Context: an optimization exercise on an open-source flow, tuned for small area, a short achievable clock period and few clock cycles per item. The choices shown serve that exercise and are no tape-out recipe. At most, simulation tests tie the RTL to the original design; equivalence was not proved. Only the layout flow was run in runs 3 to 6; the RTL was not checked for function there. Power and IR drop assume default switching activity.

--- design.v ---
module gr_pe (
    input  wire       clk,
    input  wire       rst,
    input  wire       init,        
    input  wire       obs_valid,   
    input  wire [7:0] obs_rank,
    output reg  [2:0] k
);
    reg  [15:0] sum;
    reg  [7:0]  count;
    wire [15:0] sum_next = sum + {8'd0, obs_rank};
    function [2:0] retune;
        input [15:0] s;
        begin
            if      (s[15]) retune = 3'd7;
            else if (s[14]) retune = 3'd6;
            else if (s[13]) retune = 3'd5;
            else if (s[12]) retune = 3'd4;
            else if (s[11]) retune = 3'd3;
            else if (s[10]) retune = 3'd2;
            else if (s[9])  retune = 3'd1;
            else            retune = 3'd0;
        end
    endfunction
    always @(posedge clk) begin
        if (rst || init) begin
            k     <= 3'd3;
            sum   <= 16'd0;
            count <= 8'd0;
        end else if (obs_valid) begin
            if (count == 8'd255) begin
                k     <= retune(sum_next);
                sum   <= 16'd0;
                count <= 8'd0;
            end else begin
                sum   <= sum_next;
                count <= count + 8'd1;
            end
        end
    end
endmodule
module gr_encoder (
    input  wire        clk,
    input  wire        rst,
    input  wire        in_valid,
    output wire        in_ready,
    input  wire        in_eos,
    input  wire [7:0]  in_rank,
    output reg         out_valid,
    input  wire        out_ready,
    output reg  [31:0] out_word,
    output reg         out_last
);
    reg         f0v, f1v;
    reg  [8:0]  f0, f1;       
    assign in_ready = !f1v;
    wire        push   = in_valid && !f1v;
    wire [8:0]  in_sym = in_eos ? 9'd256 : {1'b0, in_rank};
    reg         bv;
    reg  [8:0]  bq;           
    reg  [7:0]  btail;        
    reg  [5:0]  bqk;          
    reg         beos;
    reg  [30:0] acc;          
    reg  [4:0]  cnt;          
    reg  [2:0]  zc;           
    reg         flush;        
    wire [2:0]  k;
    wire        a_eos  = f0[8];
    wire [8:0]  a_q    = f0 >> k;
    wire [6:0]  a_r    = f0[6:0] & ((7'd1 << k) - 7'd1);
    wire [5:0]  a_qk   = a_q[5:0] + {3'd0, k} + 6'd1;
    wire [5:0]  pos5   = {1'b0, cnt} + {1'b0, bq[4:0]};
    wire        zstep  = (bq[8:5] != 4'd0) || pos5[5];
    wire [3:0]  zw     = bq[8:5] + {3'd0, pos5[5]};         
    wire [5:0]  tot    = {1'b0, cnt} + bqk;
    wire        wfull  = tot[5];
    wire [7:0]  t0     = btail;
    wire [8:0]  t1     = pos5[0] ? {t0, 1'b0}  : {1'b0, t0};
    wire [10:0] t2     = pos5[1] ? {t1, 2'd0}  : {2'd0, t1};
    wire [14:0] t3     = pos5[2] ? {t2, 4'd0}  : {4'd0, t2};
    wire [22:0] t4     = pos5[3] ? {t3, 8'd0}  : {8'd0, t3};
    wire [38:0] t5     = pos5[4] ? {t4, 16'd0} : {16'd0, t4};
    wire [38:0] comb   = {8'd0, acc & {31{!zstep}}} | t5;
    wire        zfit   = (tot[4:0] > pos5[4:0]) && !beos;
    wire        free   = !out_valid || out_ready;
    wire        zbusy  = (zc != 3'd0);
    wire        oslot  = free && !zbusy;                    
    wire        pk_out = flush || zstep || wfull || beos;   
    wire        pk_go  = (flush || bv) && (!pk_out || oslot);
    wire        bdone  = pk_go && !flush && (!zstep || zfit);
    wire        bload  = f0v && (!bv || bdone);
    gr_pe u_pe (
        .clk       (clk),
        .rst       (rst),
        .init      (bload && a_eos),
        .obs_valid (bload && !a_eos),
        .obs_rank  (f0[7:0]),
        .k         (k)
    );
    always @(posedge clk) begin
        if (rst) begin
            f0v <= 1'b0;
            f1v <= 1'b0;
        end else if (!f0v || bload) begin
            f0v <= f1v || push;
            f1v <= 1'b0;
        end else if (push) begin
            f1v <= 1'b1;
        end
    end
    always @(posedge clk) begin
        if (!f0v || bload)
            f0 <= f1v ? f1 : in_sym;
        if (f0v && !bload && push)
            f1 <= in_sym;
    end
    always @(posedge clk) begin
        if (rst)
            bv <= 1'b0;
        else if (bload)
            bv <= 1'b1;
        else if (bdone)
            bv <= 1'b0;
    end
    always @(posedge clk) begin
        if (bload) begin
            bq    <= a_q;
            btail <= {a_r, 1'b1};
            bqk   <= a_qk;
            beos  <= a_eos;
        end else if (pk_go && !flush && zstep && !zfit) begin
            bq    <= 9'd0;
            bqk   <= bqk - bq[5:0];
        end
    end
    always @(posedge clk) begin
        if (rst) begin
            acc       <= 31'd0;
            cnt       <= 5'd0;
            zc        <= 3'd0;
            flush     <= 1'b0;
            out_valid <= 1'b0;
        end else begin
            if (out_ready)
                out_valid <= 1'b0;
            if (zbusy && free) begin
                out_valid <= 1'b1;
                out_word  <= 32'd0;
                out_last  <= 1'b0;
                zc        <= zc - 3'd1;
            end
            if (pk_go) begin
                if (flush) begin
                    out_valid <= 1'b1;
                    out_word  <= {1'b0, acc};
                    out_last  <= 1'b1;
                    acc       <= 31'd0;
                    cnt       <= 5'd0;
                    flush     <= 1'b0;
                end else if (zstep) begin
                    out_valid <= 1'b1;
                    out_word  <= {1'b0, acc};
                    out_last  <= 1'b0;
                    acc       <= zfit ? comb[30:0] : 31'd0;
                    cnt       <= zfit ? tot[4:0] : pos5[4:0];
                    zc        <= zw[2:0] - 3'd1;
                end else if (wfull) begin
                    out_valid <= 1'b1;
                    out_word  <= comb[31:0];
                    out_last  <= beos && (tot[4:0] == 5'd0);
                    acc       <= {24'd0, comb[38:32]};
                    cnt       <= tot[4:0];
                    flush     <= beos && (tot[4:0] != 5'd0);
                end else if (beos) begin
                    out_valid <= 1'b1;
                    out_word  <= comb[31:0];
                    out_last  <= 1'b1;
                    acc       <= 31'd0;
                    cnt       <= 5'd0;
                end else begin
                    acc <= comb[30:0];
                    cnt <= tot[4:0];
                end
            end
        end
    end
endmodule
module gr_decoder (
    input  wire        clk,
    input  wire        rst,
    input  wire        in_valid,
    output wire        in_ready,
    input  wire [31:0] in_word,
    output reg         out_valid,
    input  wire        out_ready,
    output reg  [7:0]  out_rank,
    output reg         out_eos
);
    localparam W = 16;
    reg  [31:0] w0, w1;       
    reg         v0, v1;       
    reg         wp;           
    reg  [5:0]  p;            
    reg  [8:0]  qacc;         
    reg  [2:0]  k;
    reg  [7:0]  count;
    reg  [15:0] sum;
    reg         obs;          
    reg         retune;       
    wire        full  = v0 && v1;
    assign in_ready = !full;
    wire        push  = in_valid && !full;
    wire        free  = !out_valid || out_ready;
    wire        cur   = p[5];
    wire        cv    = cur ? v1 : v0;           
    wire        nv    = cur ? v0 : v1;           
    wire [4:0]  po    = p[4:0];
    wire [63:0] ring  = {w1, w0};
    wire [46:0] l5;
    wire [30:0] l4;
    wire [22:0] l3;
    wire [18:0] l2;
    wire [16:0] l1;
    wire [W-1:0] raw, win;
    genvar gi;
    generate
        for (gi = 0; gi < 47; gi = gi + 1) begin : g_l5
            assign l5[gi] = p[5] ? ring[(gi + 32) % 64] : ring[gi];
        end
        for (gi = 0; gi < 31; gi = gi + 1) begin : g_l4
            assign l4[gi] = p[4] ? l5[gi + 16] : l5[gi];
        end
        for (gi = 0; gi < 23; gi = gi + 1) begin : g_l3
            assign l3[gi] = p[3] ? l4[gi + 8] : l4[gi];
        end
        for (gi = 0; gi < 19; gi = gi + 1) begin : g_l2
            assign l2[gi] = p[2] ? l3[gi + 4] : l3[gi];
        end
        for (gi = 0; gi < 17; gi = gi + 1) begin : g_l1
            assign l1[gi] = p[1] ? l2[gi + 2] : l2[gi];
        end
        for (gi = 0; gi < W; gi = gi + 1) begin : g_l0
            assign raw[gi] = p[0] ? l1[gi + 1] : l1[gi];
            assign win[gi] = raw[gi] && (nv || (po <= 5'd31 - gi));
        end
    endgenerate
    function [3:0] ctz;
        input [W-1:0] v;
        integer j;
        begin
            ctz = 4'd0;
            for (j = W - 1; j >= 0; j = j - 1)
                if (v[j]) ctz = j[3:0];
        end
    endfunction
    wire        found = (win != {W{1'b0}});
    wire [3:0]  tz    = ctz(win);
    wire [6:0]  lim_s = 7'd31 - {2'd0, po} - {4'd0, k};    
    wire        s_neg = lim_s[6];
    wire        s_big = !s_neg && (lim_s[5:4] != 2'd0);
    wire [3:0]  lim_w = 4'd15 - {1'b0, k};                    
    wire        in_s  = !s_neg && (s_big || tz <= lim_s[3:0]);
    wire        fit   = found && (tz <= lim_w) && (nv || in_s);
    wire [9:0]  thr   = (10'd256 >> k) - {1'b0, qacc};       
    wire        t_le0 = thr[9] || (thr == 10'd0);
    wire        t_big = !t_le0 && (thr[8:4] != 5'd0);
    wire        d_eos = t_le0 || (!t_big && tz >= thr[3:0]);
    wire [5:0]  p_k   = p + {3'd0, k} + 6'd1;
    wire [5:0]  p_fit = p_k + {2'd0, tz};
    wire [5:0]  p_tz  = p + {2'd0, tz};
    wire        zfull = nv || (po <= 5'd16);
    wire [5:0]  p_z   = zfull ? p + 6'd16 : {!cur, 5'd0};
    wire [5:0]  z     = zfull ? 6'd16 : 6'd32 - {1'b0, po};
    wire [W-1:0] u    = win >> tz;
    wire [6:0]  r     = u[7:1] & ((7'd1 << k) - 7'd1);
    wire [9:0]  qtot  = {1'b0, qacc} + {6'd0, tz};
    wire [7:0]  d     = (qtot[7:0] << k) | {1'b0, r};
    wire        go    = cv && !retune;
    wire        emit  = go && fit && free;
    wire        zrun  = go && !fit;
    wire        dropx = emit && d_eos;
    wire        drop2 = dropx && !in_s;                  
    wire [5:0]  p_nx  = fit ? p_fit : (found ? p_tz : p_z);
    wire [9:0]  qz    = {1'b0, qacc} + (found ? {6'd0, tz} : {4'd0, z});
    always @(posedge clk) begin
        if (rst) begin
            v0 <= 1'b0;
            v1 <= 1'b0;
            wp <= 1'b0;
            p  <= 6'd0;
        end else begin
            if (dropx) begin
                p <= drop2 ? {cur, 5'd0} : {!cur, 5'd0};
                if (drop2) begin
                    v0 <= 1'b0;
                    v1 <= 1'b0;
                end else if (cur)
                    v1 <= 1'b0;
                else
                    v0 <= 1'b0;
            end else if (emit || zrun) begin
                p <= p_nx;
                if (p_nx[5] != cur) begin
                    if (cur)
                        v1 <= 1'b0;
                    else
                        v0 <= 1'b0;
                end
            end
            if (push) begin
                wp <= !wp;
                if (wp)
                    v1 <= 1'b1;
                else
                    v0 <= 1'b1;
            end
        end
    end
    always @(posedge clk) begin
        if (push && !wp)
            w0 <= in_word;
        if (push && wp)
            w1 <= in_word;
    end
    always @(posedge clk) begin
        if (rst) begin
            qacc      <= 9'd0;
            out_valid <= 1'b0;
        end else begin
            if (out_ready)
                out_valid <= 1'b0;
            if (emit) begin
                out_valid <= 1'b1;
                qacc      <= 9'd0;
            end else if (zrun) begin
                qacc      <= qz[8] ? 9'd256 : qz[8:0];
            end
        end
    end
    always @(posedge clk) begin
        if (emit) begin
            out_rank <= d_eos ? 8'd0 : d;
            out_eos  <= d_eos;
        end
    end
    wire [15:0] sum_next = sum + {8'd0, out_rank};
    function [2:0] retune_k;
        input [15:0] s;
        begin
            if      (s[15]) retune_k = 3'd7;
            else if (s[14]) retune_k = 3'd6;
            else if (s[13]) retune_k = 3'd5;
            else if (s[12]) retune_k = 3'd4;
            else if (s[11]) retune_k = 3'd3;
            else if (s[10]) retune_k = 3'd2;
            else if (s[9])  retune_k = 3'd1;
            else            retune_k = 3'd0;
        end
    endfunction
    always @(posedge clk) begin
        if (rst || dropx) begin
            k      <= 3'd3;
            count  <= 8'd0;
            sum    <= 16'd0;
            obs    <= 1'b0;
            retune <= 1'b0;
        end else begin
            obs    <= emit;
            retune <= emit && (count == 8'd255);
            if (emit)
                count <= count + 8'd1;
            if (obs) begin
                if (retune) begin
                    k   <= retune_k(sum_next);
                    sum <= 16'd0;
                end else begin
                    sum <= sum_next;
                end
            end
        end
    end
endmodule
module gr_codec (
    input  wire        clk,
    input  wire        rst,
    input  wire        enc_in_valid,
    output wire        enc_in_ready,
    input  wire        enc_in_eos,
    input  wire [7:0]  enc_in_rank,
    output wire        enc_out_valid,
    input  wire        enc_out_ready,
    output wire [31:0] enc_out_word,
    output wire        enc_out_last,
    input  wire        dec_in_valid,
    output wire        dec_in_ready,
    input  wire [31:0] dec_in_word,
    output wire        dec_out_valid,
    input  wire        dec_out_ready,
    output wire [7:0]  dec_out_rank,
    output wire        dec_out_eos
);
    gr_encoder u_enc (
        .clk       (clk),
        .rst       (rst),
        .in_valid  (enc_in_valid),
        .in_ready  (enc_in_ready),
        .in_eos    (enc_in_eos),
        .in_rank   (enc_in_rank),
        .out_valid (enc_out_valid),
        .out_ready (enc_out_ready),
        .out_word  (enc_out_word),
        .out_last  (enc_out_last)
    );
    gr_decoder u_dec (
        .clk       (clk),
        .rst       (rst),
        .in_valid  (dec_in_valid),
        .in_ready  (dec_in_ready),
        .in_word   (dec_in_word),
        .out_valid (dec_out_valid),
        .out_ready (dec_out_ready),
        .out_rank  (dec_out_rank),
        .out_eos   (dec_out_eos)
    );
endmodule
--- run.sh ---
#!/bin/bash
# synth_recipe.tcl (not shown) runs the flow's synth.tcl, then flattens the netlist and writes it again
# the make line also repeats each setting of config.mk as NAME=value (left out here)
make -C /OpenROAD-flow-scripts/flow DESIGN_CONFIG=/design/flow/config.mk WORK_HOME=/design/flow/orfs CLKGATE_MAP_FILE= SYNTH_SCRIPT=/design/flow/synth_recipe.tcl finish
--- config.mk ---
export PLATFORM = sky130hd
export DESIGN_NAME = gr_codec
export DESIGN_NICKNAME = gr_codec
export VERILOG_FILES = /design/flow/design.v
export SDC_FILE = /design/flow/constraint.sdc
export NUM_CORES = 4
export LEC_CHECK = 0
export CAP_MARGIN = 20
export CORE_MARGIN = 2
export CORE_UTILIZATION = 40
export PLACE_DENSITY = 0.6
export SETUP_SLACK_MARGIN = 5
export SLEW_MARGIN = 20
--- constraint.sdc ---
create_clock -name core_clock -period 10.0 [get_ports {clk}]
set_input_delay 2.0000 -clock core_clock [delete_from_list [all_inputs] [get_ports {clk}]]
set_output_delay 2.0000 -clock core_clock [all_outputs]
set_load 0.01 [all_outputs]
==> results of run 1 <==
-- metrics by stage --
stage | hold slack, ns | power (mW) | util | setup slack [ns] | cell area, um^2
detailed placement | 0.457 | 4.73 | 0.433 | 2.46 | 20600
finish | 0.466 | 6.64 | 0.506 | 4.38 | 24100
global route | 0.487 | 7.04 | 0.506 | 4.22 | 24100
global placement | 0.439 | 4.70 | 0.433 | 2.66 | 20600
floorplan | 0.426 | 3.89 | - | 4.58 | 19500
CTS | 0.466 | 6.34 | 0.489 | 4.59 | 23300
-- critical path, cell delays in order (launching register included) --
cell,delay (ns)
dfxtp_4,0.41
buf_12,0.15
buf_16,0.14
mux2_4,0.33
mux4_2,0.49
a32oi_4,0.29
o21ai_2,0.12
a32o_2,0.29
or2_4,0.25
buf_4,0.14
a221oi_4,0.29
o21ai_4,0.09
buf_8,0.16
ha_4,0.26
nor2b_4,0.13
o21ai_2,0.05
nand2b_1,0.08
a21oi_2,0.05
a41o_1,0.22
nor2b_4,0.14
o32ai_4,0.30
a22oi_2,0.09
buf_6,0.17
buf_8,0.13
nand2b_4,0.16
o2bb2ai_4,0.23
a211oi_2,0.21
a211oi_2,0.08
-- final timing paths --
kind	from	end	slack, ns	cells after the start
max	u_dec.p[4]	u_dec.p[0]	4.38	27
min	u_enc.u_pe.sum[2]	u_enc.u_pe.sum[2]	0.47	2
max reg2reg	u_dec.p[4]	u_dec.p[0]	4.38	27
min reg2reg	u_enc.u_pe.sum[2]	u_enc.u_pe.sum[2]	0.47	2
-- routing by layer --
metal	vias to the layer above	part of all wire	GRT usage	wire length, um
met2	653	0.47	0.372	28000
met5	-	0.00050	0	30
li1	8276	-	-	-
met1	8441	0.45	0.321	26700
met4	4	0.025	0.0658	1470
met3	115	0.063	0.0353	3780
-- where the power goes --
part	switching, mW	internal (mW)
Combinational	2.31	1.71
Sequential	0.107	1.34
Clock	0.474	0.689
-- what timing repair did --
| item | CTS | global route |
|---|---|---|
| buffers inserted | 65 | 45 |
| gates cloned | 11 | 5 |
| endpoints found under the setup margin | 143 | 138 |
| pin swaps | 37 | 45 |
| resized for setup | 180 | 91 |
-- layout make-up --
cell class	count	area [um^2]	area share
clock buffer	37	818	0.0339
sequential	266	6810	0.282
multi-input combinational	1649	12500	0.519
inverter	99	409	0.0170
antenna	2	5.00	0.000207
tap	615	769	0.0319
clock inverter	21	231	0.00960
timing repair buffer	241	2560	0.106
-- placed cells by master (no fill, tap or decap), types with 24 or more instances in the layout --
master	instances
o21ai_0	90
nor2b_1	39
mux2i_1	63
xor2_1	28
ha_1	86
nand2_1	163
nand2b_1	25
nand3_1	49
mux2_2	28
nor3_1	68
inv_1	85
a211oi_1	24
clkdlybuf4s50_1	91
clkbuf_16	35
buf_4	107
edfxtp_1	147
a21oi_1	157
a22oi_1	27
mux4_2	25
a21o_1	29
xnor2_1	40
nor2_1	194
dfxtp_1	115
-- flip-flops by register name (all words and copies together), names as in the netlist, 3 cells and up --
| name | cells |
|---|---|
| u_dec.count | 8 |
| u_dec.k | 3 |
| u_dec.out_rank | 8 |
| u_dec.p | 6 |
| u_dec.qacc | 9 |
| u_dec.sum | 16 |
| u_dec.w0 | 32 |
| u_dec.w1 | 32 |
| u_enc.acc | 31 |
| u_enc.bq | 9 |
| u_enc.bqk | 6 |
| u_enc.btail | 7 |
| u_enc.cnt | 5 |
| u_enc.f0 | 9 |
| u_enc.f1 | 9 |
| u_enc.out_word | 32 |
| u_enc.u_pe.count | 8 |
| u_enc.u_pe.k | 3 |
| u_enc.u_pe.sum | 16 |
| u_enc.zc | 3 |
-- cells by family (layout without fill, tap and decap cells) --
| group | count (synthesis) | count (layout) | share of synthesized area |
|---|---|---|---|
| multiplexers | 140 | 140 | 0.0980 |
| other | 0 | 2 | 0 |
| adder cells (fa/ha/maj) | 106 | 106 | 0.0743 |
| AO/OA/AOI/OAI | 606 | 606 | 0.208 |
| flip-flops | 266 | 266 | 0.353 |
| XOR/XNOR | 72 | 72 | 0.0327 |
| AND/OR/NAND/NOR | 721 | 725 | 0.178 |
| buffers and inverters | 229 | 398 | 0.0565 |
==> metrics.md, run 1 <==
| Metric | Value |
|---|---|
| Worst min path class | reg2reg |
| Final hold vios | 0 |
| Die Ht | 224 um |
| Cell Rows | 80 |
| Fin crit period | 5.62 ns |
| Worst-margin pin slew | 0.992 ns |
| Synth Flop Type | edfxtp_1 |
| Max Clk Rate | 0.178 GHz |
| CTS tree | done |
| Sum Neg Setup Slack | 0 ns |
| Area growth, synth to finish | 25.2% |
| Post-synth top area share | 0.229 |
| PortBufs | 92 |
| Final Wtd Congestion | 0.970 |
| Routed WL per cell | 20.5 um |
| DR pass1 iterations | 5 |
| CP endpoint kind | flop |
| Worst skew pair latency | 0.59 ns |
| Die Wd | 224 um |
| Grt ovf | 0 |
| Longest Clk Path Bufs | 3 |
| Dpl cells | 2,744 |
| Clk root buf | clkbuf_16 |
| GR Util All Layers | 0.230 |
| Ports | 93 |
| WL final | 60,000 um |
| RSZ-0062 raised after global routing | yes |
| Starting density of the core | 0.405 |
| FILL cells | 4,325 |
| Final period utilization | 0.562 |
| Fraction of layout cells with a size suffix above 1 | 0.206 |
| Status | finished clean |
| Leakage | 8.90 nW |
| Remaining antenna violation count | 0 |
| Syn. warnings | 3 |
| Yosys reg bits | 266 |
| Post-Route Skew | 0.0142 ns |
| Max-slew violation count | 0 |
| Initial antenna violation count | 4 |
| CP max FO | 7 |
| # setup viols final | 0 |
| Cells after Synth | 2,140 |
| First-pass GRT wire length | 93,400 um |
| CP arrival | 6.08 ns |
| Count leader, synth | nor2_1 |
| Relative slew slack | 0.337 |
| VDD IR max | 0.000188 V |
| Fin nets | 2,441 |
| Worst-path clk slew | 0.06 ns |
| Clock Sinks | 266 |
| DR iter-0 viols | 1,638 |
| Core Area | 0.0476 mm^2 |
| Share of flip-flops with an asynchronous set or reset | 0 |
| DIE AREA | 0.0500 mm^2 |
| Vias in the first global route | 16,884 |
| Post-CTS Hold Buffers | 0 |
| Dpl hpwl | 40,200 um |
| Vias | 17,489 |
| Critical Path RT | 10.46 ns |
| Power Density | 275 mW/mm^2 |
| Total CTS buffers | 31 |
| Post-route insts no fill | 2,930 |
| Number of synthesized flops with an enable pin | 147 |
| WS Path Type | reg2reg |
| Area leader, netlist | edfxtp_1 |
| Top post-synthesis cells by count | nor2_1 (225), a21oi_1 (176), nand2_1 (170), edfxtp_1 (147), dfxtp_1 (119) |
| Startpoint types | flop |
| Avg Vias per Cell | 5.97 |
| Syn nets | 2,293 |
| Sequential area share after synthesis | 0.353 |
| Distinct cells, synth | 101 |
| Syn avg cell area | 9.01 um^2 |
| H-tree depth | 1 |
| Largest cells by area after synthesis | edfxtp_1 (23%), dfxtp_1 (12%), ha_1 (6.0%) |
| Total of max-cap violations | 0 |
| Synthesized cell area | 0.0193 mm^2 |
| DRC viols | 0 |
| Pin count of the biggest net entering global routing | 60 |
Testbench counts, summed over its fixed seeds: cycles 66,723, items 62,376.
==> inputs of run 2 (changes only) <==
--- a/config.mk
+++ b/config.mk
@@ -11,3 +11,3 @@
 export PLACE_DENSITY = 0.6
-export SETUP_SLACK_MARGIN = 5
+export SETUP_SLACK_MARGIN = 4
 export SLEW_MARGIN = 20
==> metrics.md, run 2 <==
| Metric | Value |
|---|---|
| Largest cells by area after synthesis | edfxtp_1 (23%), dfxtp_1 (12%), ha_1 (6.0%) |
| Clock Sinks | 266 |
| Share of flip-flops with an asynchronous set or reset | 0 |
| Distinct cells, synth | 101 |
| Final core utilization | 0.467 |
| Overall power | 6.10 mW |
| Ports | 93 |
| Crit path to | u_dec.p[1] |
| H-tree depth | 1 |
| Count leader, synth | nor2_1 |
| VDD IR max | 0.000173 V |
| Worst skew pair latency | 0.60 ns |
| Area growth, synth to finish | 15.5% |
| PortBufs | 92 |
| Pre-CTS WS | 2.62 ns |
| Total CTS buffers | 31 |
| Reg2reg start | u_dec.p[4] |
| Fraction of layout cells with a size suffix above 1 | 0.120 |
| CTS tree | done |
| Longest Clk Path Bufs | 3 |
| Commonest non-fill, non-tap cell in the layout | nor2_1 |
| Biggest regs | u_dec.w0: 32 flops, u_dec.w1: 32 flops, u_enc.out_word: 32 flops |
| Syn. warnings | 3 |
| Avg Vias per Cell | 5.99 |
| Sum Neg Setup Slack | 0 ns |
| Synth Flop Type | edfxtp_1 |
| CP endpoint kind | flop |
| Critical path's most frequent cell | nor2b_1 |
| Dpl hpwl | 40,400 um |
| Syn nets | 2,293 |
| Worst-margin pin slew | 1.05 ns |
| Syn avg cell area | 9.01 um^2 |
| Cell Rows | 80 |
| Top post-synthesis cells by count | nor2_1 (225), a21oi_1 (176), nand2_1 (170), edfxtp_1 (147), dfxtp_1 (119) |
| CP startpoint | u_dec.p[4] |
| Max Clk Rate | 0.171 GHz |
| Sequential area share after synthesis | 0.353 |
| DRC viols | 0 |
| Register-to-register setup slack | 4.14 ns |
| Die Wd | 224 um |
| Fin crit period | 5.86 ns |
| Critical Path RT | 10.48 ns |
| Starting density of the core | 0.405 |
| Vias in the first global route | 15,806 |
| # setup viols final | 0 |
| DR iter-0 viols | 1,656 |
| WL final | 57,300 um |
| First-pass GRT wire length | 88,500 um |
| Number of synthesized flops with an enable pin | 147 |
| Worst min path class | reg2reg |
| Post-synth top area share | 0.229 |
| Final worst slack | 4.14 ns |
| Clk root buf | clkbuf_16 |
| Final Wtd Congestion | 0.963 |
| Worst path depth | 24 |
| Initial antenna violation count | 0 |
| Startpoint types | flop |
| Leakage | 8.19 nW |
| Die Ht | 224 um |
| Total of max-cap violations | 0 |
| Vias | 17,038 |
| Post-Route Skew | 0.0172 ns |
| Crit-path slowest cell | dfxtp_4 |
| Worst-path clk slew | 0.07 ns |
| Hold Path Cell Cnt | 2 |
| Final hold vios | 0 |
| Max-slew violation count | 0 |
| GR Util All Layers | 0.220 |
| CP max FO | 36 |
| ANT cells | 0 |
| RSZ-0062 raised after global routing | yes |
| Reg2Reg Depth | 24 |
| Cell family with most CP delay | compound AO/OA/AOI/OAI gates |
| Power Density | 274 mW/mm^2 |
| CP peak stage delay | 0.48 ns |
| CP arrival | 6.34 ns |
| WS Path Type | reg2reg |
| DIE AREA | 0.0500 mm^2 |
| Fin nets | 2,357 |
| Yosys reg bits | 266 |
| Cells after Synth | 2,140 |
| Worst R2R End | u_dec.p[1] |
| Area leader, netlist | edfxtp_1 |
| Final period utilization | 0.586 |
| Grt ovf | 0 |
| Status | finished clean |
| CP bufs+invs | 3 |
| Crit-path cells | buf_16 -> mux2_4 -> mux4_2 -> a32oi_2 -> o21ai_1 -> a32o_1 -> or2_4 -> a221oi_2 -> o21ai_2 -> buf_6 -> ha_1 -> nor2b_1 -> o21ai_0 -> nand2b_1 -> a21oi_1 -> a41o_1 -> nor2b_1 -> o32ai_2 -> a22oi_2 -> buf_4 -> nand2b_4 -> o2bb2ai_4 -> a211oi_2 -> a211oi_1 |
| Core Area | 0.0476 mm^2 |
| Routed WL per cell | 20.2 um |
| Synthesized cell area | 0.0193 mm^2 |
| DR pass1 iterations | 6 |
| Pin count of the biggest net entering global routing | 60 |
| Relative slew slack | 0.295 |
| Most frequent cells in the layout | nor2_1 (223), a21oi_1 (172), nand2_1 (166) |
| Remaining antenna violation count | 0 |
[run 2: power by group]
group / switching [mW] / total, mW / leakage [nW] / internal [mW]
combinational: 2.10 / 3.51 / 5.33 / 1.42
sequential: 0.127 / 1.47 / 2.39 / 1.34
clock: 0.488 / 1.11 / 0.469 / 0.624
total: 2.71 / 6.10 / 8.19 / 3.38
[run 2: cell type report]
class / count / area, um^2
fillers: 4551 / 25400
multi-input cells: 1648 / 11700
well taps: 615 / 769
flip-flops and latches: 266 / 6810
repair buffers: 158 / 1580
clock inverters: 22 / 190
inverters: 99 / 380
clock buffers: 36 / 795
[run 2: cells by family after synthesis]
kind of cell,count (synthesis),synth area share
and+or+nand+nor,721,0.178
AOI/OAI and AO/OA,606,0.208
xor gates and xnor gates,72,0.0327
DFF,266,0.353
muxes,140,0.0980
buffers and inverters,229,0.0565
adders and majority gates,106,0.0743
[run 2: timing repair]
| action | CTS | global route |
|---|---|---|
| gates cloned | 2 | 4 |
| setup buffers | 8 | 25 |
| pin swaps | 3 | 7 |
| hold buffers | 0 | 0 |
| resized for setup | 33 | 51 |
| endpoints found under the setup margin | 67 | 63 |
| hold endpoints to repair | 0 | 0 |
[run 2: worst min-delay path by stage]
stage	start	to	slack, ns
floorplan	u_dec.count[7]	u_dec.retune	0.43
global placement	u_dec.count[7]	u_dec.retune	0.44
detailed placement	u_dec.count[7]	u_dec.retune	0.44
CTS	u_dec.count[7]	u_dec.retune	0.45
global route	u_enc.u_pe.sum[0]	u_enc.u_pe.sum[0]	0.49
finish	u_dec.count[7]	u_dec.retune	0.46
[run 2: tightest hold or removal path: stages (launching register included)]
cell     delay, ns
dfxtp_1       0.32
inv_1         0.06
nor4_2        0.04
[run 2: through the flow]
stage	cell area (um^2)	std cells	hold slack, ns
2_1_floorplan	19300	2140	0.426
3_3_place_gp	20500	2747	0.439
3_5_place_dp	20500	2747	0.441
4_1_cts	21800	2815	0.446
5_1_grt	22300	2844	0.487
6_report	22300	2844	0.456
[run 2: routing by layer]
metal  global-route usage  vias up  routed length (um)
met5                    0        -                   0
met4               0.0649        0                1410
met3               0.0369       94                4100
met2                0.348      662               26100
met1                0.308     8208               25700
li1                     -     8074                   -
==> inputs of run 3 (changes only) <==
--- a/design.v
+++ b/design.v
@@ -196,3 +196,3 @@
     input  wire        out_ready,
-    output reg  [7:0]  out_rank,
+    output wire [7:0]  out_rank,
     output reg         out_eos
@@ -205,2 +205,6 @@
     reg  [8:0]  qacc;         
+    reg  [W-2:0] o_win;
+    reg  [3:0]  o_tz;
+    reg  [7:0]  o_q;
+    reg  [2:0]  o_k;
     reg  [2:0]  k;
@@ -210,2 +214,3 @@
     reg         retune;       
+    reg         clr;          
     wire        full  = v0 && v1;
@@ -259,14 +264,19 @@
     wire [6:0]  lim_s = 7'd31 - {2'd0, po} - {4'd0, k};    
-    wire        s_neg = lim_s[6];
-    wire        s_big = !s_neg && (lim_s[5:4] != 2'd0);
-    wire [3:0]  lim_w = 4'd15 - {1'b0, k};                    
-    wire        in_s  = !s_neg && (s_big || tz <= lim_s[3:0]);
-    wire        fit   = found && (tz <= lim_w) && (nv || in_s);
+    wire [3:0]  lim_w = 4'd15 - {1'b0, k};
     wire [9:0]  thr   = (10'd256 >> k) - {1'b0, qacc};       
-    wire        t_le0 = thr[9] || (thr == 10'd0);
-    wire        t_big = !t_le0 && (thr[8:4] != 5'd0);
-    wire        d_eos = t_le0 || (!t_big && tz >= thr[3:0]);
+    reg  [W-1:0] m_s, m_fit, m_lo;
+    integer mi;
+    always @(*)
+        for (mi = 0; mi < W; mi = mi + 1) begin
+            m_s[mi]   = !lim_s[6] && (lim_s[5:0] >= mi);
+            m_fit[mi] = (mi <= lim_w) && (nv || m_s[mi]);
+            m_lo[mi]  = !thr[9] && (thr > mi);
+        end
+    wire        fit   = (win & m_fit) != {W{1'b0}};
+    wire        in_s  = (win & m_s) != {W{1'b0}};
+    wire        d_eos = (win & m_lo) == {W{1'b0}};
+    wire        lo0   = (win[7:0] == 8'd0);
     wire [5:0]  p_k   = p + {3'd0, k} + 6'd1;
     wire [5:0]  p_fit = p_k + {2'd0, tz};
-    wire [5:0]  p_tz  = p + {2'd0, tz};
+    wire [5:0]  p_8   = p + 6'd8;
     wire        zfull = nv || (po <= 5'd16);
@@ -274,13 +284,11 @@
     wire [5:0]  z     = zfull ? 6'd16 : 6'd32 - {1'b0, po};
-    wire [W-1:0] u    = win >> tz;
-    wire [6:0]  r     = u[7:1] & ((7'd1 << k) - 7'd1);
-    wire [9:0]  qtot  = {1'b0, qacc} + {6'd0, tz};
-    wire [7:0]  d     = (qtot[7:0] << k) | {1'b0, r};
+    wire [9:0]  q_8   = {1'b0, qacc} + 10'd8;
+    wire [9:0]  q_z   = {1'b0, qacc} + {4'd0, z};
     wire        go    = cv && !retune;
     wire        emit  = go && fit && free;
-    wire        zrun  = go && !fit;
+    wire        zrun  = go && !fit && (!found || lo0);
     wire        dropx = emit && d_eos;
     wire        drop2 = dropx && !in_s;                  
-    wire [5:0]  p_nx  = fit ? p_fit : (found ? p_tz : p_z);
-    wire [9:0]  qz    = {1'b0, qacc} + (found ? {6'd0, tz} : {4'd0, z});
+    wire [5:0]  p_nx  = fit ? p_fit : (found ? p_8 : p_z);
+    wire [9:0]  qz    = found ? q_8 : q_z;
     always @(posedge clk) begin
@@ -342,7 +350,15 @@
         if (emit) begin
-            out_rank <= d_eos ? 8'd0 : d;
-            out_eos  <= d_eos;
+            o_win   <= win[W-1:1];
+            o_tz    <= tz;
+            o_q     <= qacc[7:0];
+            o_k     <= k;
+            out_eos <= d_eos;
         end
     end
+    wire [W-2:0] o_u   = o_win >> o_tz;
+    wire [6:0]  o_r    = o_u[6:0] & ((7'd1 << o_k) - 7'd1);
+    wire [7:0]  o_qt   = o_q + {4'd0, o_tz};
+    assign out_rank = out_eos ? 8'd0 : ((o_qt << o_k) | {1'b0, o_r});
     wire [15:0] sum_next = sum + {8'd0, out_rank};
+    wire [7:0]  count_c  = clr ? 8'd0 : count;
     function [2:0] retune_k;
@@ -361,3 +377,3 @@
     always @(posedge clk) begin
-        if (rst || dropx) begin
+        if (rst) begin
             k      <= 3'd3;
@@ -367,15 +383,16 @@
             retune <= 1'b0;
+            clr    <= 1'b0;
         end else begin
-            obs    <= emit;
-            retune <= emit && (count == 8'd255);
-            if (emit)
-                count <= count + 8'd1;
-            if (obs) begin
-                if (retune) begin
-                    k   <= retune_k(sum_next);
-                    sum <= 16'd0;
-                end else begin
-                    sum <= sum_next;
-                end
-            end
+            clr    <= dropx;
+            obs    <= emit && !d_eos;
+            retune <= emit && !d_eos && (count_c == 8'd255);
+            count  <= count_c + {7'd0, emit && !d_eos};
+            if (dropx)
+                k <= 3'd3;
+            else if (obs && retune)
+                k <= retune_k(sum_next);
+            if (clr || (obs && retune))
+                sum <= 16'd0;
+            else if (obs)
+                sum <= sum_next;
         end
==> metrics.md, run 3 <==
| Metric | Value |
|---|---|
| Status | finished clean |
| RSZ-0062 raised after global routing | no |
| Top post-synthesis cells by count | nor2_1 (232), a21oi_1 (212), edfxtp_1 (169), nand2_1 (167), dfxtp_1 (120) |
| Worst min path class | reg2reg |
| VDD IR max | 0.000107 V |
| Count leader, synth | nor2_1 |
| Fin nets | 2,375 |
| Final Wtd Congestion | 0.981 |
| First-pass GRT wire length | 89,400 um |
| DRC viols | 0 |
| CP max FO | 77 |
| PortBufs | 92 |
| Cells after Synth | 2,189 |
| Critical path's most frequent cell | a21oi_1 |
| Remaining antenna violation count | 0 |
| DIE AREA | 0.0516 mm^2 |
| Clk root buf | clkbuf_16 |
| Synthesized cell area | 0.0199 mm^2 |
| Yosys reg bits | 289 |
| Pin count of the biggest net entering global routing | 78 |
| Vias in the first global route | 16,491 |
| CP endpoint kind | flop |
| Relative slew slack | 0.340 |
| Final core utilization | 0.460 |
| Syn nets | 2,338 |
| H-tree depth | 2 |
| Max Clk Rate | 0.175 GHz |
| Crit-path cells | clkbuf_8 -> mux4_2 -> mux2_2 -> a22oi_1 -> o211ai_1 -> a32oi_2 -> nand2_1 -> a31oi_1 -> o31ai_1 -> a31oi_1 -> nor2b_1 -> fa_1 -> ha_1 -> a21o_1 -> a21oi_1 -> o21bai_1 -> a21oi_1 -> mux2i_1 -> a21oi_2 -> or4_1 -> a21oi_1 |
| Sum Neg Setup Slack | 0 ns |
| Critical Path RT | 10.47 ns |
| Crit-path slowest cell | mux4_2 |
| Worst path depth | 21 |
| Final hold vios | 0 |
| Commonest non-fill, non-tap cell in the layout | nor2_1 |
| Number of synthesized flops with an enable pin | 169 |
| CP bufs+invs | 1 |
| Biggest regs | u_dec.w0: 32 flops, u_dec.w1: 32 flops, u_enc.out_word: 32 flops |
| Routed WL per cell | 19.3 um |
| Fraction of layout cells with a size suffix above 1 | 0.0866 |
| Largest cells by area after synthesis | edfxtp_1 (25%), dfxtp_1 (12%), ha_1 (5.6%) |
| # setup viols final | 0 |
| FILL cells | 4,701 |
| Worst-margin pin slew | 0.987 ns |
| Fin crit period | 5.73 ns |
| Dpl hpwl | 40,800 um |
| Longest Clk Path Bufs | 3 |
| WS Path Type | reg2reg |
| Final period utilization | 0.573 |
| Core Area | 0.0491 mm^2 |
| CTS tree | done |
| Share of flip-flops with an asynchronous set or reset | 0 |
| Startpoint types | flop |
| Vias | 17,252 |
| Total CTS buffers | 35 |
| Power Density | 234 mW/mm^2 |
| DR iter-0 viols | 1,444 |
| Hold Path Cell Cnt | 2 |
| Avg Vias per Cell | 5.92 |
| Synth Flop Type | edfxtp_1 |
| Distinct cells, synth | 97 |
| Area growth, synth to finish | 13.3% |
| Ports | 93 |
| Post-synth top area share | 0.255 |
| WL final | 56,300 um |
| Total of max-cap violations | 0 |
| Grt ovf | 0 |
| Clock Sinks | 289 |
| CP arrival | 6.20 ns |
| Die Ht | 227 um |
| Reg2Reg Depth | 21 |
| CP peak stage delay | 0.58 ns |
| GR Util All Layers | 0.215 |
| DR pass1 iterations | 6 |
| Initial antenna violation count | 0 |
| Worst-path clk slew | 0.07 ns |
| Most frequent cells in the layout | nor2_1 (228), a21oi_1 (212), edfxtp_1 (169) |
| Die Wd | 227 um |
| Cell Rows | 81 |
| Worst skew pair latency | 0.55 ns |
| Cell family with most CP delay | compound AO/OA/AOI/OAI gates |
| Final worst slack | 4.27 ns |
| Max-slew violation count | 0 |
| Starting density of the core | 0.406 |
| Pre-CTS WS | 3.87 ns |
| Multi-input combinational cell area | 0.0116 mm^2 |
| Sequential area share after synthesis | 0.375 |
| Post-Route Skew | 0.0189 ns |
| Post-CTS Hold Buffers | 0 |
| Leakage | 8.20 nW |
| Register area | 0.00748 mm^2 |
| Syn avg cell area | 9.10 um^2 |
| ANT cells | 0 |
| Area leader, netlist | edfxtp_1 |
| Syn. warnings | 3 |
-- run 3: changes by cell type after synthesis, moves of 10 or more --
cell      before  now
a211oi_1      35   20
a21oi_1      176  212
a22oi_1       27   42
buf_6         15    5
edfxtp_1     147  169
mux2i_1       68   97
nand4_1       10   21
nor3_1        83   53
-- run 3: final cells by class --
type / instances / area share
multi-input cells: 1680 / 0.515
clock buffers: 43 / 0.0406
inverters: 94 / 0.0161
well taps: 664 / 0.0368
clock inverters: 19 / 0.00748
flip-flops and latches: 289 / 0.332
repair buffers: 126 / 0.0523
-- run 3: path summary, 6_finish.rpt --
path | startpoint | to | slack (ns)
setup / recovery | u_dec.p[4] | u_dec.p[5] | 4.27
hold / removal | u_enc.u_pe.sum[7] | u_enc.u_pe.sum[7] | 0.46
setup reg to reg | u_dec.p[4] | u_dec.p[5] | 4.27
hold reg to reg | u_enc.u_pe.sum[7] | u_enc.u_pe.sum[7] | 0.46
-- run 3: per-stage QoR --
stage          area, um^2  instances  power [mW]  hold WS [ns]
2_1_floorplan       19900       2189        3.26         0.430
3_3_place_gp        21400       2843        3.97         0.442
3_5_place_dp        21400       2843        3.99         0.448
4_1_cts             22500       2907        5.26         0.458
5_1_grt             22600       2915        5.61         0.480
6_report            22600       2915        5.29         0.457
-- run 3: timing repair --
| action | 4_1_cts | 5_1_grt |
|---|---|---|
| buffers inserted | 2 | 8 |
| gates resized for setup | 3 | 10 |
| setup endpoints to repair | 5 | 16 |
| pin swaps | 0 | 1 |
-- run 3: routing by layer --
layer	wire, um	global-route usage	up-vias	share of wire
met2	25300	0.336	571	0.45
met4	1640	0.0780	0	0.029
met3	3350	0.0327	115	0.060
met5	0	0	-	0
li1	-	-	8215	-
met1	26000	0.303	8351	0.46
-- run 3: worst min-delay path, delay by kind of cell (launching register included) --
family,cells,cell delay (ns)
flops,1,0.31
compound gates,1,0.05
simple gates,1,0.05
-- run 3: cells by family after synthesis --
| logic type | count (synthesis) | share of synthesized area |
|---|---|---|
| AND/OR/NAND/NOR | 697 | 0.165 |
| AO/OA/AOI/OAI | 637 | 0.211 |
| multiplexers | 162 | 0.0988 |
| buffers and inverters | 220 | 0.0446 |
| flip-flops | 289 | 0.375 |
| adder cells (fa/ha/maj) | 102 | 0.0689 |
| XOR/XNOR | 82 | 0.0364 |
-- run 3: power breakdown --
group / internal [mW] / switching [mW]
clock network: 0.709 / 0.527
logic: 0.940 / 1.51
registers: 1.48 / 0.125
total: 3.13 / 2.16
==> inputs of run 4 (changes only) <==
--- a/design.v
+++ b/design.v
@@ -84,3 +84,3 @@
     wire [38:0] comb   = {8'd0, acc & {31{!zstep}}} | t5;
-    wire        zfit   = (tot[4:0] > pos5[4:0]) && !beos;
+    wire        zfit   = !(pos5[4] && pos5[3]) && !beos;
     wire        free   = !out_valid || out_ready;
==> metrics.md, run 4 <==
| Metric | Value |
|---|---|
| Status | finished clean |
| Max Clk Rate | 0.172 GHz |
| Synthesized cell area | 0.0202 mm^2 |
| Leakage | 8.26 nW |
| Largest cells by area after synthesis | edfxtp_1 (25%), dfxtp_1 (12%), ha_1 (5.2%) |
| Dpl cells | 2,851 |
| Post-synth top area share | 0.251 |
| # setup viols final | 0 |
| Worst skew pair latency | 0.57 ns |
| DR pass1 iterations | 5 |
| Clock Sinks | 289 |
| Reg2Reg Depth | 21 |
| Biggest regs | u_dec.w0: 32 flops, u_dec.w1: 32 flops, u_enc.out_word: 32 flops |
| Count leader, synth | nor2_1 |
| CP arrival | 6.21 ns |
| Dpl hpwl | 41,700 um |
| Syn nets | 2,335 |
| Vias | 17,262 |
| Core Area | 0.0501 mm^2 |
| PortBufs | 92 |
| Vias in the first global route | 16,549 |
| Fin nets | 2,369 |
| Avg Vias per Cell | 5.91 |
| Post-route insts no fill | 2,923 |
| Sum Neg Setup Slack | 0 ns |
| Syn. warnings | 3 |
| VDD IR max | 0.0000984 V |
| Longest Clk Path Bufs | 3 |
| Worst R2R End | u_dec.p[5] |
| Syn avg cell area | 9.23 um^2 |
| Post-route cell area | 0.0229 mm^2 |
| Hold Startpoint | u_enc.u_pe.sum[7] |
| WL final | 58,000 um |
| Distinct cells, synth | 99 |
| Share of flip-flops with an asynchronous set or reset | 0 |
| DP Area | 0.0216 mm^2 |
| Post-CTS Hold Buffers | 0 |
| Clk root buf | clkbuf_16 |
| Crit-path cells | buf_4 -> ha_1 -> inv_1 -> nor2_1 -> o21ai_0 -> a211oi_1 -> o2bb2ai_1 -> nor2_1 -> o31ai_1 -> nand2_1 -> a21boi_1 -> fa_1 -> ha_1 -> a21o_1 -> a21oi_1 -> o21bai_1 -> a21oi_1 -> mux2i_1 -> a21oi_1 -> a211oi_2 -> mux2_1 |
| Power Density | 217 mW/mm^2 |
| CP bufs+invs | 2 |
| Post-Route Skew | 0.0428 ns |
| Ports | 93 |
| Fraction of layout cells with a size suffix above 1 | 0.0995 |
| Die Wd | 229 um |
| Reg2reg start | u_dec.p[3] |
| Max-slew violation count | 0 |
| Top post-synthesis cells by count | nor2_1 (227), a21oi_1 (189), edfxtp_1 (169), nand2_1 (150), o21ai_0 (129) |
| WS Path Type | reg2reg |
| Register area | 0.00748 mm^2 |
| Commonest non-fill, non-tap cell in the layout | nor2_1 |
| Critical path's most frequent cell | a21oi_1 |
| Hold endpoint | u_enc.u_pe.sum[7] |
| RSZ-0062 raised after global routing | yes |
| Crit-path slowest cell | fa_1 |
| Relative slew slack | 0.282 |
| Worst-margin pin slew | 1.07 ns |
| CTS tree | done |
| Cell family with most CP delay | compound AO/OA/AOI/OAI gates |
| First-pass GRT wire length | 92,000 um |
| Worst path depth | 21 |
| GR Util All Layers | 0.216 |
| Number of synthesized flops with an enable pin | 169 |
| CP max FO | 52 |
| DR iter-0 viols | 1,453 |
| Critical Path RT | 10.41 ns |
| Startpoint types | flop |
| Register-to-register setup slack | 4.20 ns |
| Overall power | 4.98 mW |
| Yosys reg bits | 289 |
| Remaining antenna violation count | 0 |
| Total of max-cap violations | 0 |
| CP peak stage delay | 0.66 ns |
| Initial antenna violation count | 0 |
| Die Ht | 229 um |
| Final hold vios | 0 |
| DIE AREA | 0.0524 mm^2 |
| Synth Flop Type | edfxtp_1 |
| Most frequent cells in the layout | nor2_1 (224), a21oi_1 (189), edfxtp_1 (169) |
| Area leader, netlist | edfxtp_1 |
| Starting density of the core | 0.404 |
| Fin crit period | 5.80 ns |
| Cells after Synth | 2,191 |
| Total CTS buffers | 34 |
| Cell Rows | 82 |
| CP endpoint kind | flop |
| Grt ovf | 0 |
| Pin count of the biggest net entering global routing | 68 |
| Hold Path Cell Cnt | 2 |
| FILL cells | 4,853 |
| Worst min path class | reg2reg |
| Sequential area share after synthesis | 0.370 |
| Final Wtd Congestion | 0.941 |
| H-tree depth | 2 |
| ANT cells | 0 |
| DRC viols | 0 |
| Multi-input combinational cell area | 0.0120 mm^2 |
| Worst-path clk slew | 0.06 ns |
| Routed WL per cell | 19.8 um |
| Final period utilization | 0.580 |
| Area growth, synth to finish | 13.4% |
-- run 4: cell types whose count changed after synthesis, moves of 7 or more --
cell | previous run | this run
a21oi_1 | 212 | 189
a22oi_1 | 42 | 30
a31oi_1 | 20 | 30
a32oi_1 | 20 | 13
mux4_2 | 23 | 36
nand2_1 | 167 | 150
nand4_1 | 21 | 9
nor3_1 | 53 | 46
o211ai_1 | 8 | 15
o21a_1 | 18 | 9
o21ai_0 | 100 | 129
or3_1 | 7 | 22
xor2_1 | 35 | 43
-- run 4: cell families after synthesis --
family / count (synthesis) / share of synthesized area
AO/OA/AOI/OAI: 637 / 0.205
adder cells (fa/ha/maj): 97 / 0.0648
flip-flops: 289 / 0.370
XOR/XNOR: 95 / 0.0411
buffers and inverters: 223 / 0.0451
AND/OR/NAND/NOR: 676 / 0.164
multiplexers: 174 / 0.111
-- run 4: through the flow --
| step | hold slack [ns] | worst slack, ns | utilization |
|---|---|---|---|
| 2_1_floorplan | 0.424 | 5.00 | - |
| 3_3_place_gp | 0.442 | 3.74 | 0.432 |
| 3_5_place_dp | 0.452 | 3.67 | 0.432 |
| 4_1_cts | 0.459 | 3.90 | 0.454 |
| 5_1_grt | 0.485 | 3.76 | 0.458 |
| 6_report | 0.458 | 4.20 | 0.458 |
-- run 4: layer usage --
layer / track usage / wire, um / up-vias
met4: 0.0647 / 1480 / 0
met2: 0.345 / 26400 / 561
met1: 0.303 / 26800 / 8360
met5: 0 / 0 / -
met3: 0.0291 / 3260 / 95
li1: - / - / 8246
-- run 4: worst max path at each step --
stage | start | end | slack, ns
2_1_floorplan | u_dec.p[4] | u_dec.p[5] | 5.00
4_1_cts | u_dec.p[4] | u_dec.p[5] | 3.90
3_5_place_dp | u_dec.p[3] | u_dec.p[5] | 3.67
3_3_place_gp | u_enc.bq[1] | u_enc.u_pe.count[7] | 3.74
6_report | u_dec.p[3] | u_dec.p[5] | 4.20
5_1_grt | u_dec.p[3] | u_dec.p[5] | 3.76
-- run 4: final cells by class --
class | count | area share
Timing Repair Buffer | 125 | 0.0526
Clock inverter | 16 | 0.00562
Multi-Input combinational cell | 1679 | 0.521
Tap cell | 672 | 0.0366
Inverter | 96 | 0.0163
Clock buffer | 46 | 0.0413
Sequential cell | 289 | 0.326
-- run 4: power by group --
| part | total [mW] | internal [mW] | switching [mW] |
|---|---|---|---|
| sequential | 1.55 | 1.45 | 0.105 |
| clock | 1.21 | 0.697 | 0.517 |
| combinational | 2.21 | 0.851 | 1.36 |
| total | 4.98 | 3.00 | 1.98 |
-- run 4: repair_timing --
| action | 4_1_cts | 5_1_grt |
|---|---|---|
| setup buffers | 2 | 8 |
| gates resized for setup | 5 | 22 |
| endpoints found under the setup margin | 8 | 14 |
| pin swaps | 0 | 1 |
-- run 4: worst min-delay path, stage by stage (launching register included) --
cell and delay [ns]:
dfxtp_1 0.31, nand2_1 0.05, a21oi_1 0.05
==> inputs of run 5 (changes only) <==
--- a/design.v
+++ b/design.v
@@ -252,13 +252,16 @@
     endgenerate
-    function [3:0] ctz;
-        input [W-1:0] v;
-        integer j;
-        begin
-            ctz = 4'd0;
-            for (j = W - 1; j >= 0; j = j - 1)
-                if (v[j]) ctz = j[3:0];
+    reg  [W-1:0] first;
+    reg  [3:0]  tz;
+    integer fi, fb;
+    always @(*) begin
+        for (fi = 0; fi < W; fi = fi + 1)
+            first[fi] = win[fi] && ((win & ((16'd1 << fi) - 16'd1)) == 16'd0);
+        for (fb = 0; fb < 4; fb = fb + 1) begin
+            tz[fb] = 1'b0;
+            for (fi = 0; fi < W; fi = fi + 1)
+                if ((fi >> fb) & 1)
+                    tz[fb] = tz[fb] | first[fi];
         end
-    endfunction
+    end
     wire        found = (win != {W{1'b0}});
-    wire [3:0]  tz    = ctz(win);
     wire [6:0]  lim_s = 7'd31 - {2'd0, po} - {4'd0, k};    
@@ -291,4 +294,12 @@
     wire        drop2 = dropx && !in_s;                  
-    wire [5:0]  p_nx  = fit ? p_fit : (found ? p_8 : p_z);
+    wire        sel_fit = emit && !d_eos;
     wire [9:0]  qz    = found ? q_8 : q_z;
+    wire [5:0]  p_zr  = found ? p_8 : p_z;
+    wire [5:0]  p_drp = drop2 ? {cur, 5'd0} : {!cur, 5'd0};
+    wire [5:0]  p_erl = dropx ? p_drp : (zrun ? p_zr : p);
+    wire [5:0]  p_d   = sel_fit ? p_fit : p_erl;
+    wire        clr_c = dropx || (sel_fit && (p_fit[5] != cur))
+                        || (zrun && (p_zr[5] != cur));
+    wire        clr0  = cur ? drop2 : clr_c;
+    wire        clr1  = cur ? clr_c : drop2;
     always @(posedge clk) begin
@@ -300,27 +311,7 @@
         end else begin
-            if (dropx) begin
-                p <= drop2 ? {cur, 5'd0} : {!cur, 5'd0};
-                if (drop2) begin
-                    v0 <= 1'b0;
-                    v1 <= 1'b0;
-                end else if (cur)
-                    v1 <= 1'b0;
-                else
-                    v0 <= 1'b0;
-            end else if (emit || zrun) begin
-                p <= p_nx;
-                if (p_nx[5] != cur) begin
-                    if (cur)
-                        v1 <= 1'b0;
-                    else
-                        v0 <= 1'b0;
-                end
-            end
-            if (push) begin
+            p  <= p_d;
+            v0 <= (v0 && !clr0) || (push && !wp);
+            v1 <= (v1 && !clr1) || (push && wp);
+            if (push)
                 wp <= !wp;
-                if (wp)
-                    v1 <= 1'b1;
-                else
-                    v0 <= 1'b1;
-            end
         end
@@ -352,3 +343,3 @@
             o_tz    <= tz;
-            o_q     <= qacc[7:0];
+            o_q     <= qacc[7:0] + {4'd0, tz};
             o_k     <= k;
@@ -359,4 +350,3 @@
     wire [6:0]  o_r    = o_u[6:0] & ((7'd1 << o_k) - 7'd1);
-    wire [7:0]  o_qt   = o_q + {4'd0, o_tz};
-    assign out_rank = out_eos ? 8'd0 : ((o_qt << o_k) | {1'b0, o_r});
+    assign out_rank = out_eos ? 8'd0 : ((o_q << o_k) | {1'b0, o_r});
     wire [15:0] sum_next = sum + {8'd0, out_rank};
==> metrics.md, run 5 <==
| Metric | Value |
|---|---|
| Status | finished clean |
| Worst skew pair latency | 0.55 ns |
| Core Area | 0.0476 mm^2 |
| Fraction of layout cells with a size suffix above 1 | 0.0886 |
| Pre-CTS WS | 3.86 ns |
| Worst-path clk slew | 0.06 ns |
| Worst-margin pin slew | 1.07 ns |
| Fin crit period | 5.77 ns |
| Share of flip-flops with an asynchronous set or reset | 0 |
| Sequential area share after synthesis | 0.389 |
| Startpoint types | flop |
| CP arrival | 6.19 ns |
| GR Util All Layers | 0.207 |
| Syn. warnings | 3 |
| Mux contribution to synthesized area | 0.0884 |
| Number of synthesized flops with an enable pin | 169 |
| Most frequent cells in the layout | nor2_1 (238), a21oi_1 (208), edfxtp_1 (169) |
| Grt ovf | 0 |
| Die Wd | 223 um |
| Remaining antenna violation count | 0 |
| Final hold vios | 0 |
| Ports | 93 |
| Area growth, synth to finish | 14.1% |
| Worst min path class | reg2reg |
| CTS tree | done |
| Post-Synth Simple-Gate Area | 0.167 |
| Post-synth top area share | 0.264 |
| Distinct cells, synth | 94 |
| Cell Rows | 80 |
| Power Density | 225 mW/mm^2 |
| Worst R2R End | u_dec.p[5] |
| Area leader, netlist | edfxtp_1 |
| Hold Path Cell Cnt | 2 |
| Avg Vias per Cell | 5.85 |
| Syn nets | 2,247 |
| Synth Area in Adders | 0.0675 |
| Total CTS buffers | 36 |
| DR iter-0 viols | 1,321 |
| FILL cells | 4,556 |
| Total of max-cap violations | 0 |
| Routed WL per cell | 18.7 um |
| WL final | 52,200 um |
| H-tree depth | 2 |
| Biggest regs | u_dec.w0: 32 flops, u_dec.w1: 32 flops, u_enc.out_word: 32 flops |
| Commonest non-fill, non-tap cell in the layout | nor2_1 |
| Yosys reg bits | 289 |
| Clock Sinks | 289 |
| Synthesized cell area | 0.0192 mm^2 |
| Final period utilization | 0.577 |
| DRC viols | 0 |
| DR pass1 iterations | 6 |
| Critical Path RT | 10.42 ns |
| Synth Area in XOR/XNOR | 0.0387 |
| Reg2Reg Depth | 21 |
| Syn avg cell area | 9.14 um^2 |
| Top post-synthesis cells by count | nor2_1 (243), a21oi_1 (208), edfxtp_1 (169), nand2_1 (126), o21ai_0 (124) |
| Vias in the first global route | 15,754 |
| Count leader, synth | nor2_1 |
| Clk root buf | clkbuf_16 |
| VDD IR max | 0.0000935 V |
| Multi-input combinational cell area | 0.0109 mm^2 |
| CP max FO | 68 |
| Vias | 16,335 |
| Leakage | 8.13 nW |
| Post-Route Skew | 0.0233 ns |
| Starting density of the core | 0.404 |
| Largest family of logic cells by synthesized area | compound AO/OA/AOI/OAI gates |
| Sum Neg Setup Slack | 0 ns |
| Final Wtd Congestion | 0.897 |
| PortBufs | 92 |
| RSZ-0062 raised after global routing | yes |
| Register area | 0.00748 mm^2 |
| WS Path Type | reg2reg |
| Initial antenna violation count | 1 |
| Longest Clk Path Bufs | 3 |
| Synth Area in Compound Gates | 0.200 |
| Register-to-register setup slack | 4.23 ns |
| First-pass GRT wire length | 84,000 um |
| Synth Flop Type | edfxtp_1 |
| Pin count of the biggest net entering global routing | 69 |
| Cells after Synth | 2,104 |
| Die Ht | 223 um |
| Relative slew slack | 0.288 |
| Reg2reg start | u_dec.p[4] |
| Dpl cells | 2,722 |
| Hold endpoint | u_enc.acc[3] |
| Fin nets | 2,294 |
| Hold Startpoint | u_enc.acc[3] |
| CP endpoint kind | flop |
| Dpl hpwl | 37,800 um |
| Final worst slack | 4.23 ns |
| DIE AREA | 0.0499 mm^2 |
| Largest cells by area after synthesis | edfxtp_1 (26%), dfxtp_1 (12%), a21oi_1 (5.4%) |
| Max Clk Rate | 0.173 GHz |
| Max-slew violation count | 0 |
| # setup viols final | 0 |
| Post-route insts no fill | 2,794 |
-- run 5: changes by cell type after synthesis, moves of 10 or more --
| cell | change |
|---|---|
| xor2_1 | -11 |
| a21oi_1 | +19 |
| mux4_2 | -15 |
| o211ai_1 | +10 |
| nor3_1 | +13 |
| mux2i_1 | -18 |
| nand2b_1 | -12 |
| nand2_1 | -24 |
| nor2_1 | +16 |
| o22ai_1 | -14 |
| inv_1 | +14 |
-- run 5: how the worst max path moves through the flow --
stage | from | end | slack [ns] | cells after the start
5_1_grt | u_dec.p[5] | u_dec.p[5] | 3.92 | 21
2_1_floorplan | u_dec.p[3] | u_dec.p[5] | 4.93 | 21
6_report | u_dec.p[4] | u_dec.p[5] | 4.23 | 21
3_3_place_gp | u_dec.p[5] | u_dec.p[5] | 3.94 | 22
3_5_place_dp | u_dec.p[4] | u_dec.p[5] | 3.86 | 19
4_1_cts | u_dec.p[4] | u_dec.p[5] | 4.00 | 21
-- run 5: layer usage --
metal	track usage	part of all wire	routed length, um
met5	0	0	0
met2	0.333	0.45	23700
met3	0.0311	0.060	3120
met4	0.0712	0.030	1580
met1	0.285	0.46	23800
-- run 5: worst max-delay path, cell delays in order, from the launching register on --
cell,delay (ns)
dfxtp_2,0.34
buf_12,0.32
mux2_2,0.41
a221oi_1,0.46
nand2_1,0.21
a221oi_2,0.49
inv_2,0.15
nor4b_2,0.37
nand3_1,0.20
nor2_1,0.19
a21o_1,0.28
inv_1,0.11
fa_1,0.53
inv_1,0.07
ha_1,0.29
a21o_1,0.16
a21oi_1,0.19
nor2b_1,0.09
o21ai_0,0.16
a31o_2,0.20
a21oi_1,0.08
mux2_1,0.32
-- run 5: power by group --
part / switching [mW] / leakage [nW] / internal, mW / total, mW
Clock: 0.506 / 0.581 / 0.802 / 1.31
Combinational: 1.27 / 4.94 / 0.783 / 2.05
Sequential: 0.113 / 2.60 / 1.46 / 1.57
-- run 5: logic make-up after synthesis --
| family | Yosys count |
|---|---|
| muxes | 137 |
| buffers and inverters | 226 |
| AOI/OAI and AO/OA | 606 |
| adders and majority gates | 96 |
| and+or+nand+nor | 665 |
| DFF | 289 |
| xor gates and xnor gates | 85 |
-- run 5: stage by stage --
| step | instance area (um^2) | total power [mW] | hold WS [ns] | util |
|---|---|---|---|---|
| after floorplan | 19200 | 2.95 | 0.406 | - |
| after global placement | 20600 | 3.54 | 0.453 | 0.432 |
| after detailed placement | 20600 | 3.57 | 0.459 | 0.432 |
| after CTS | 21800 | 4.90 | 0.468 | 0.458 |
| after global routing | 21900 | 5.23 | 0.483 | 0.461 |
| final | 21900 | 4.93 | 0.470 | 0.461 |
-- run 5: final cells by class --
| cell class | instances | area share |
|---|---|---|
| Clock inverter | 13 | 0.00753 |
| Multi-Input combinational cell | 1589 | 0.498 |
| Clock buffer | 52 | 0.0472 |
| Tap cell | 615 | 0.0351 |
| Timing Repair Buffer | 120 | 0.0518 |
| Antenna cell | 1 | 0.000114 |
| Inverter | 115 | 0.0198 |
| Sequential cell | 289 | 0.341 |
-- run 5: what timing repair did --
item,CTS,global route
resized for setup,5,16
endpoints found under the setup margin,4,53
cloned,0,0
hold endpoints to repair,0,0
buffers inserted,0,5
hold buffers,0,0
pin swaps,1,1
==> inputs of run 6 (changes only) <==
--- a/config.mk
+++ b/config.mk
@@ -11,3 +11,3 @@
 export PLACE_DENSITY = 0.6
-export SETUP_SLACK_MARGIN = 4
+export SETUP_SLACK_MARGIN = 5
 export SLEW_MARGIN = 20
==> metrics.md, run 6 <==
| Metric | Value |
|---|---|
| CP peak stage delay | 0.54 ns |
| CTS tree | done |
| Sw Share | 0.386 |
| Fraction of layout cells with a size suffix above 1 | 0.163 |
| DIE AREA | 0.0499 mm^2 |
| WL final | 56,000 um |
| Commonest non-fill, non-tap cell in the layout | nor2_1 |
| Sequential area share after synthesis | 0.389 |
| Relative slew slack | 0.245 |
| Final hold slack | 0.464 ns |
| Clk pwr share | 0.245 |
| Final hold vios | 0 |
| Area leader, netlist | edfxtp_1 |
| Top post-synthesis cells by count | nor2_1 (243), a21oi_1 (208), edfxtp_1 (169), nand2_1 (126), o21ai_0 (124) |
| Biggest regs | u_dec.w0: 32 flops, u_dec.w1: 32 flops, u_enc.out_word: 32 flops |
| Total CTS buffers | 36 |
| Syn avg cell area | 9.14 um^2 |
| CP startpoint | u_dec.p[4] |
| Post-route insts no fill | 2,881 |
| Clock Sinks | 289 |
| Count leader, synth | nor2_1 |
| Initial antenna violation count | 1 |
| Status | finished clean |
| Syn. warnings | 3 |
| Max Clk Rate | 0.200 GHz |
| Worst skew pair latency | 0.57 ns |
| Clk root buf | clkbuf_16 |
| CP arrival | 5.44 ns |
| Power Density | 229 mW/mm^2 |
| Max-slew violation count | 0 |
| Final worst slack | 5.00 ns |
| DR pass1 iterations | 8 |
| Hold Startpoint | u_enc.acc[3] |
| Ports | 93 |
| Syn nets | 2,247 |
| Cell Rows | 80 |
| Crit-path slowest cell | mux4_2 |
| Total internal power | 3.29 mW |
| Dpl hpwl | 38,200 um |
| First-pass GRT wire length | 87,300 um |
| Gate power share | 0.462 |
| Reg2reg start | u_dec.p[4] |
| Remaining antenna violation count | 0 |
| DRC viols | 0 |
| Worst-margin pin slew | 1.13 ns |
| Cells after Synth | 2,104 |
| Critical Path RT | 10.44 ns |
| # setup viols final | 0 |
| Worst-path clk slew | 0.06 ns |
| Seq pwr share | 0.293 |
| Overall power | 5.35 mW |
| Avg Vias per Cell | 5.85 |
| Fin nets | 2,380 |
| Post-CTS Hold Buffers | 0 |
| Crit-path cells | buf_12 -> mux2_4 -> mux4_2 -> a2bb2oi_2 -> nand3_4 -> a32oi_4 -> inv_1 -> nor3_1 -> nor3_1 -> nor2_1 -> a21o_1 -> inv_2 -> fa_1 -> inv_2 -> ha_1 -> a21o_1 -> a21oi_2 -> nor2b_2 -> o21ai_1 -> a31o_2 -> a21oi_2 -> mux2_4 |
| RSZ-0062 raised after global routing | yes |
| Routed WL per cell | 19.4 um |
| Largest cells by area after synthesis | edfxtp_1 (26%), dfxtp_1 (12%), a21oi_1 (5.4%) |
| Final core utilization | 0.490 |
| DR iter-0 viols | 1,597 |
| H-tree depth | 2 |
| Pin count of the biggest net entering global routing | 68 |
| GR Util All Layers | 0.215 |
| Post-synth top area share | 0.264 |
| Fin crit period | 5.00 ns |
| Post-Route Skew | 0.0243 ns |
| Area growth, synth to finish | 21.3% |
| WS Path Type | reg2reg |
| Yosys reg bits | 289 |
| NetSw | 2.06 mW |
| Longest Clk Path Bufs | 3 |
| CP max FO | 8 |
| Starting density of the core | 0.404 |
| Die Wd | 223 um |
| Number of synthesized flops with an enable pin | 169 |
| Final Wtd Congestion | 0.926 |
| Pre-CTS WS | 3.45 ns |
| Post-route cell area | 0.0233 mm^2 |
| Core Area | 0.0476 mm^2 |
| VDD IR max | 0.000148 V |
| PortBufs | 92 |
| Worst min path class | reg2reg |
| Share of flip-flops with an asynchronous set or reset | 0 |
| Distinct cells, synth | 94 |
| FILL cells | 4,430 |
| Die Ht | 223 um |
| Synth Flop Type | edfxtp_1 |
| Vias in the first global route | 16,091 |
| Vias | 16,848 |
| DP Area | 0.0206 mm^2 |
| Most frequent cells in the layout | nor2_1 (233), a21oi_1 (199), edfxtp_1 (169) |
| Leakage | 8.69 nW |
| Dpl cells | 2,723 |
| Grt ovf | 0 |
| Sum Neg Setup Slack | 0 ns |
| Synthesized cell area | 0.0192 mm^2 |
| CP endpoint kind | flop |
| Startpoint types | flop |
| Final period utilization | 0.500 |
| Total of max-cap violations | 0 |
[run 6: cell counts after synthesis]
Identical to the previous run, type by type.
[run 6: critical path: cells and delay by family, from the launching register on]
kind	cells	cell delay (ns)
buf+inv	4	0.40
compound gates	8	1.39
simple gates	5	0.67
flops	1	0.43
fa+ha+maj	2	0.81
mux	3	1.15
[run 6: power by group through the flow]
stage	clock [mW]	sequential (mW)	combinational, mW
floorplan	0	1.57	1.38
global placement	0	1.60	1.94
detailed placement	0	1.61	1.96
CTS	1.35	1.56	2.14
global route	1.39	1.58	2.67
finish	1.31	1.57	2.47
[run 6: what timing repair did]
item,4_1_cts,5_1_grt
resized for setup,66,98
hold endpoints to repair,0,0
setup buffers,37,49
gates cloned,1,4
pin swaps,8,32
setup endpoints to repair,100,74
[run 6: path summary, 6_finish.rpt]
check | end | slack, ns | depth (start not counted)
max | u_dec.p[5] | 5.00 | 22
min reg2reg | u_enc.acc[3] | 0.46 | 2
max reg2reg | u_dec.p[5] | 5.00 | 22
min | u_enc.acc[3] | 0.46 | 2
[run 6: cell families (layout without fill, tap and decap cells)]
kind of cell	count (synthesis)	count (layout)	synth area share
buffers and inverters	226	387	0.0493
and+or+nand+nor	665	665	0.167
muxes	137	137	0.0884
other	0	1	0
adders and majority gates	96	96	0.0675
AOI/OAI and AO/OA	606	606	0.200
xor gates and xnor gates	85	85	0.0387
DFF	289	289	0.389
[run 6: layout make-up]
type / count / area, um^2 / share of cell area
diodes: 1 / 2.50 / 0.000107
clock buffers: 44 / 951 / 0.0407
clock inverters: 22 / 239 / 0.0102
inverters: 115 / 458 / 0.0196
multi-input cells: 1589 / 11500 / 0.491
flip-flops and latches: 289 / 7490 / 0.321
well taps: 615 / 769 / 0.0330
repair buffers: 206 / 1980 / 0.0846
[run 6: routing by layer]
layer | GRT usage | vias up | routed length [um]
met5 | 0 | - | 0
li1 | - | 8053 | -
met1 | 0.289 | 8121 | 24800
met4 | 0.0796 | 0 | 1850
met2 | 0.356 | 555 | 26200
met3 | 0.0281 | 119 | 3090

what the ideal ports hide:
The results above use ideal ports. As a check the final layouts listed here were re-extracted and re-timed, cells and wires unchanged. Step 1 sets driving cells, clkbuf_16 on the clock port and buf_2 on the other inputs (assumed; they add their load-dependent delay and slew). Step 2 times the ports against the registers' clock, not the clock port: input delays grow and output delays shrink by t, the midpoint of the rising clock arrivals with the driver on. Slacks: no drivers / after step 1 / after step 2; pairs: no drivers / after step 1.
| run | t (ns) | setup WS [ns] | hold WS [ns] | worst slew at a driven data input, ns |
|---|---|---|---|---|
| run 1 | 0.647 | 4.377 / 4.377 / 4.377 | 0.466 / 0.466 / 0.466 | 0.10 |
| run 2 | 0.647 | 4.139 / 4.139 / 4.139 | 0.456 / 0.456 / 0.456 | 0.06 |
| run 3 | 0.603 | 4.270 / 4.270 / 4.270 | 0.457 / 0.457 / 0.457 | 0.07 |
| run 4 | 0.607 | 4.201 / 4.201 / 4.201 | 0.458 / 0.458 / 0.458 | 0.04 |
| run 5 | 0.590 | 4.228 / 4.228 / 4.228 | 0.470 / 0.470 / 0.470 | 0.09 |
| run 6 | 0.613 | 4.999 / 4.999 / 4.734 | 0.464 / 0.464 / 0.464 | 0.08 |
After both steps every run listed still meets setup and hold. The setup slack of run 6, which loses most, moves by 0.000 ns with the drivers and by -0.265 ns with both steps.
